Source: an optimization exercise on an open RTL-to-GDS flow (aim: small area, a short achievable clock period and few clock cycles per item). Production flows keep margins and buffers that such runs may drop.
RTL that was checked went through simulation tests only; none was proved equivalent to the original.

main:
==> flow/design.v <==
module sha256_hash_engine (
    input  wire         clk,
    input  wire         rst_n,       
    input  wire         start,
    input  wire         in_valid,
    output wire         in_ready,
    input  wire [7:0]   in_byte,
    input  wire         in_last,
    input  wire         in_empty,
    output reg          dig_valid,
    output wire [255:0] dig
);
    reg         busy;        
    reg         fin;         
    reg         fin_last;    
    reg         rdy;         
    reg         last_in;     
    reg         af;          
    reg         a80;         
    reg         p80;         
    reg         final_blk;   
    reg [1:0]   acn;         
    reg [31:0]  acc;         
    reg [4:0]   wc;          
    reg [6:0]   pq;          
    reg         hv;          
    reg [31:0]  hkw;
    reg [31:0]  kq;          
    reg [15:0]  msg_len;
    reg [511:0] win;         
    reg [31:0]  H0, H1, H2, H3, H4, H5, H6, H7;
    reg [31:0]  a, b, c, d, e, f, g, h;
    assign in_ready = rdy;
    assign dig = {H0, H1, H2, H3, H4, H5, H6, H7};
    localparam [2047:0] K_TAB = {
        32'hc67178f2, 32'hbef9a3f7, 32'ha4506ceb, 32'h90befffa,
        32'h8cc70208, 32'h84c87814, 32'h78a5636f, 32'h748f82ee,
        32'h682e6ff3, 32'h5b9cca4f, 32'h4ed8aa4a, 32'h391c0cb3,
        32'h34b0bcb5, 32'h2748774c, 32'h1e376c08, 32'h19a4c116,
        32'h106aa070, 32'hf40e3585, 32'hd6990624, 32'hd192e819,
        32'hc76c51a3, 32'hc24b8b70, 32'ha81a664b, 32'ha2bfe8a1,
        32'h92722c85, 32'h81c2c92e, 32'h766a0abb, 32'h650a7354,
        32'h53380d13, 32'h4d2c6dfc, 32'h2e1b2138, 32'h27b70a85,
        32'h14292967, 32'h06ca6351, 32'hd5a79147, 32'hc6e00bf3,
        32'hbf597fc7, 32'hb00327c8, 32'ha831c66d, 32'h983e5152,
        32'h76f988da, 32'h5cb0a9dc, 32'h4a7484aa, 32'h2de92c6f,
        32'h240ca1cc, 32'h0fc19dc6, 32'hefbe4786, 32'he49b69c1,
        32'hc19bf174, 32'h9bdc06a7, 32'h80deb1fe, 32'h72be5d74,
        32'h550c7dc3, 32'h243185be, 32'h12835b01, 32'hd807aa98,
        32'hab1c5ed5, 32'h923f82a4, 32'h59f111f1, 32'h3956c25b,
        32'he9b5dba5, 32'hb5c0fbcf, 32'h71374491, 32'h428a2f98
    };
    function [63:0] csa(input [31:0] x, input [31:0] y, input [31:0] z);
        csa = {x ^ y ^ z, ((x & y) | (x & z) | (y & z)) << 1};
    endfunction
    function [31:0] add_bk(input [31:0] x, input [31:0] y);
        reg [31:0] gg, pp;
        integer i, k;
        begin
            gg = x & y;
            pp = x ^ y;
            for (k = 1; k < 32; k = k * 2)
                for (i = 2 * k - 1; i < 32; i = i + 2 * k) begin
                    gg[i] = gg[i] | (pp[i] & gg[i - k]);
                    pp[i] = pp[i] & pp[i - k];
                end
            for (k = 8; k >= 1; k = k / 2)
                for (i = 3 * k - 1; i < 32; i = i + 2 * k) begin
                    gg[i] = gg[i] | (pp[i] & gg[i - k]);
                    pp[i] = pp[i] & pp[i - k];
                end
            add_bk = (x ^ y) ^ {gg[30:0], 1'b0};
        end
    endfunction
    wire [31:0] S1  = {e[5:0], e[31:6]} ^ {e[10:0], e[31:11]} ^ {e[24:0], e[31:25]};
    wire [31:0] ch  = (e & f) ^ (~e & g);
    wire [31:0] S0  = {a[1:0], a[31:2]} ^ {a[12:0], a[31:13]} ^ {a[21:0], a[31:22]};
    wire [31:0] maj = (a & b) ^ (a & c) ^ (b & c);
    wire [63:0] ac1 = csa(hkw, ch, maj);
    wire [63:0] ac2 = csa(ac1[31:0], S1, S0);
    wire [63:0] ac3 = csa(ac2[63:32], ac2[31:0], ac1[63:32]);
    wire [63:0] ec1 = csa(hkw, ch, d);
    wire [63:0] ec2 = csa(ec1[63:32], ec1[31:0], S1);
    wire [31:0] a_new = ac3[63:32] + ac3[31:0];
    wire [31:0] e_new = ec2[63:32] + ec2[31:0];
    wire [31:0] p15 = win[31:0];
    wire [31:0] p14 = win[63:32];
    wire [31:0] p9  = win[223:192];
    wire [31:0] p1  = win[479:448];
    wire [31:0] p0  = win[511:480];
    wire [31:0] s0w = {p1[6:0], p1[31:7]} ^ {p1[17:0], p1[31:18]} ^ (p1 >> 3);
    wire [31:0] s1w = {p14[16:0], p14[31:17]} ^ {p14[18:0], p14[31:19]} ^ (p14 >> 10);
    wire [63:0] wc1 = csa(p9, p0, s1w);
    wire [63:0] wc2 = csa(wc1[63:32], wc1[31:0], s0w);
    wire [31:0] w_sch = wc2[63:32] + wc2[31:0];      
    wire do_round = hv;
    wire sched    = (pq[5:4] != 2'd0);                 
    wire pre      = busy && !fin && !pq[6] && (sched || (wc == pq[4:0] + 5'd1));
    wire win_free = busy && !wc[4];                     
    wire xfer     = win_free && af;                     
    wire nxt_w    = pre && (sched || pq[3:0] == 4'd15) && pq != 7'd63;
    wire take     = in_valid && rdy;
    wire t63      = do_round && pq[6];                  
    wire ring     = fin || (do_round && (pq == 7'd62 || pq == 7'd63 || pq == 7'd64));
    wire start_ok = !busy && !fin && start;
    wire [31:0] w_in  = nxt_w ? w_sch : acc;
    wire        shift = nxt_w || xfer;
    wire [31:0] x_h   = do_round ? g : h;
    wire [5:0]  pq1   = pq[5:0] + 6'd1;
    wire [63:0] hc1   = csa(x_h, kq, p15);
    wire [31:0] hkw_n = add_bk(hc1[63:32], hc1[31:0]);
    wire [31:0] ff_a = add_bk(H3, a);
    wire [31:0] ff_e = add_bk(H7, e);
    wire        fin_now  = final_blk || (a80 && (!wc[3] || wc[2:0] < 3'd6));
    wire [31:0] pad_next = (!p80 && !a80) ? 32'h80000000 :
                           (fin_now && wc[3:0] == 4'd14) ? {13'd0, msg_len, 3'b000} : 32'h0;
    reg        busy_n, last_in_n, af_n;
    reg [4:0]  wc_n;
    always @(*) begin
        busy_n    = busy;
        last_in_n = last_in;
        af_n      = af;
        wc_n      = wc;
        if (xfer) begin
            wc_n = wc + 5'd1;
            af_n = last_in;
        end
        if (take) begin
            if (in_last) begin
                last_in_n = 1'b1;
                af_n      = 1'b1;
            end else if (acn == 2'd3)
                af_n = 1'b1;
        end
        if (t63) begin
            wc_n = 5'd0;
            if (final_blk) busy_n = 1'b0;
        end
        if (start_ok) begin
            busy_n    = 1'b1;
            last_in_n = in_empty;
            af_n      = in_empty;
            wc_n      = 5'd0;
        end
    end
    always @(posedge clk) begin
        if (!rst_n) begin
            busy      <= 1'b0;
            fin       <= 1'b0;
            hv        <= 1'b0;
            rdy       <= 1'b0;
            dig_valid <= 1'b0;
        end else begin
            busy      <= busy_n;
            last_in   <= last_in_n;
            af        <= af_n;
            wc        <= wc_n;
            rdy       <= busy_n && !last_in_n && !(af_n && wc_n[4]);
            fin       <= t63;
            dig_valid <= fin && fin_last;
            hv        <= pre;
            if (pre) begin
                pq <= pq + 7'd1;
                kq <= K_TAB[32 * pq1 +: 32];
            end
            if (t63) begin
                pq       <= 7'd0;
                kq       <= K_TAB[31:0];
                fin_last <= final_blk;
            end
            if (xfer) begin
                acn <= 2'd0;
                if (last_in) begin
                    if (!p80 && !a80) a80 <= 1'b1;
                end
                if (a80) begin
                    a80 <= 1'b0;
                    p80 <= 1'b1;
                    if (!wc[3] || wc[2:0] < 3'd6) final_blk <= 1'b1;    
                end
            end
            if (take) begin
                msg_len <= msg_len + 16'd1;
                acn     <= (xfer ? 2'd0 : acn) + 2'd1;
                if (in_last && (xfer ? 2'd0 : acn) != 2'd3) a80 <= 1'b1;
            end
            if (fin && p80) final_blk <= 1'b1;
            if (!busy) begin
                pq        <= 7'd0;
                kq        <= K_TAB[31:0];
                msg_len   <= 16'd0;
                acn       <= 2'd0;
                p80       <= 1'b0;
                final_blk <= 1'b0;
                a80       <= start && in_empty;
            end
        end
    end
    wire [1:0] lane = xfer ? 2'd0 : acn;
    always @(posedge clk) begin
        if (!busy)
            acc <= 32'h80000000;
        else if (take) begin
            case (lane)
                2'd0: acc <= in_last ? {in_byte, 24'h800000} : {in_byte, acc[23:0]};
                2'd1: acc <= in_last ? {acc[31:24], in_byte, 16'h8000} : {acc[31:24], in_byte, acc[15:0]};
                2'd2: acc <= in_last ? {acc[31:16], in_byte, 8'h80} : {acc[31:16], in_byte, acc[7:0]};
                default: acc <= {acc[31:8], in_byte};
            endcase
        end else if (xfer && last_in)
            acc <= pad_next;
    end
    always @(posedge clk) begin
        if (shift) win <= {win[479:0], w_in};
        if (pre) hkw <= hkw_n;
        if (start_ok) begin
            {H0, H1, H2, H3} <= {32'h6a09e667, 32'hbb67ae85, 32'h3c6ef372, 32'ha54ff53a};
            {H4, H5, H6, H7} <= {32'h510e527f, 32'h9b05688c, 32'h1f83d9ab, 32'h5be0cd19};
        end else if (ring) begin
            {H0, H1, H2, H3} <= {ff_a, H0, H1, H2};
            {H4, H5, H6, H7} <= {ff_e, H4, H5, H6};
        end
        if (!busy) begin
            {a, b, c, d} <= {32'h6a09e667, 32'hbb67ae85, 32'h3c6ef372, 32'ha54ff53a};
            {e, f, g, h} <= {32'h510e527f, 32'h9b05688c, 32'h1f83d9ab, 32'h5be0cd19};
        end else if (fin)
            {a, b, c, d, e, f, g, h} <= {ff_a, H0, H1, H2, ff_e, H4, H5, H6};
        else if (do_round)
            {a, b, c, d, e, f, g, h} <= {a_new, a, b, c, e_new, e, f, g};
    end
endmodule
clock: 10.0 ns
lec_check: 0
cap_margin: 20
core_margin: 2
core_utilization: 40
setup_slack_margin: 5
slew_margin: 20
run.sh (not shown) runs the stock make flow with config.mk's settings and CLKGATE_MAP_FILE= SYNTH_SCRIPT=/design/flow/synth_recipe.tcl, a recipe that flattens the netlist after the stock synthesis.
Testbench counts of main, summed over its fixed seeds: cycles 33,520, bytes 14,064.
Setup changes, main to the feature branch
--- a/flow/design.v
+++ b/flow/design.v
@@ -14,4 +14,5 @@
     reg         fin;         
     reg         fin_last;    
+    reg         fin0;        
     reg         rdy;         
     reg         last_in;     
@@ -110,6 +111,6 @@
     wire [63:0] hc1   = csa(x_h, kq, p15);
     wire [31:0] hkw_n = add_bk(hc1[63:32], hc1[31:0]);
-    wire [31:0] ff_a = add_bk(H3, a);
-    wire [31:0] ff_e = add_bk(H7, e);
+    wire [31:0] ff_a = add_bk(H3, fin0 ? 32'h0 : a);
+    wire [31:0] ff_e = add_bk(H7, fin0 ? 32'h0 : e);
     wire        fin_now  = final_blk || (a80 && (!wc[3] || wc[2:0] < 3'd6));
     wire [31:0] pad_next = (!p80 && !a80) ? 32'h80000000 :
@@ -157,5 +158,6 @@
             wc        <= wc_n;
             rdy       <= busy_n && !last_in_n && !(af_n && wc_n[4]);
-            fin       <= t63;
+            fin       <= t63 || start_ok;
+            fin0      <= start_ok;
             dig_valid <= fin && fin_last;
             hv        <= pre;
@@ -164,4 +166,5 @@
                 kq <= K_TAB[32 * pq1 +: 32];
             end
+            if (start_ok) fin_last <= 1'b0;
             if (t63) begin
                 pq       <= 7'd0;
@@ -215,14 +218,11 @@
         if (pre) hkw <= hkw_n;
         if (start_ok) begin
-            {H0, H1, H2, H3} <= {32'h6a09e667, 32'hbb67ae85, 32'h3c6ef372, 32'ha54ff53a};
-            {H4, H5, H6, H7} <= {32'h510e527f, 32'h9b05688c, 32'h1f83d9ab, 32'h5be0cd19};
+            {H0, H1, H2, H3} <= {32'hbb67ae85, 32'h3c6ef372, 32'ha54ff53a, 32'h6a09e667};
+            {H4, H5, H6, H7} <= {32'h9b05688c, 32'h1f83d9ab, 32'h5be0cd19, 32'h510e527f};
         end else if (ring) begin
             {H0, H1, H2, H3} <= {ff_a, H0, H1, H2};
             {H4, H5, H6, H7} <= {ff_e, H4, H5, H6};
         end
-        if (!busy) begin
-            {a, b, c, d} <= {32'h6a09e667, 32'hbb67ae85, 32'h3c6ef372, 32'ha54ff53a};
-            {e, f, g, h} <= {32'h510e527f, 32'h9b05688c, 32'h1f83d9ab, 32'h5be0cd19};
-        end else if (fin)
+        if (fin)
             {a, b, c, d, e, f, g, h} <= {ff_a, H0, H1, H2, ff_e, H4, H5, H6};
         else if (do_round)
[summary]
The feature branch finished every stage and its layout cleared the timing, DRC and antenna checks.
Diff main and the feature branch: global-route met2 utilization lower in the feature branch
As far as overall overflow remaining after global route goes, main and the feature branch are indistinguishable; the numbers are identical.
Sort main and the feature branch by routing usage on met3 desc -> top: the feature branch
Taking main as the reference, in the feature branch simple logic cell fraction of the synthesized area went down 1.4 points; post-placement cell count went down 481.
Only the layout flow was run in the feature branch; the RTL was not checked for function there.

afterwards: timing with drivers on the ports:
How much do the figures lean on ideal ports? The routed layouts below were timed once more, with nothing changed but the port constraints.
Step 1: set_driving_cell puts a clkbuf_16 on clk and a buf_2 on each other input, an assumption about the parent block.
Step 2 times the ports against the registers' clock, not the clock port: input delays grow and output delays shrink by t, the midpoint of the rising clock arrivals with the driver on.
Slacks: no drivers / after step 1 / after step 2; pairs: no drivers / after step 1.
run	shift t [ns]	setup slack, ns	worst slew at a driven data input, ns
main	0.852	5.024 / 5.024 / 5.024	0.05
the feature branch	0.822	5.061 / 5.061 / 5.061	0.03
After both steps setup and hold are still met in every run listed.
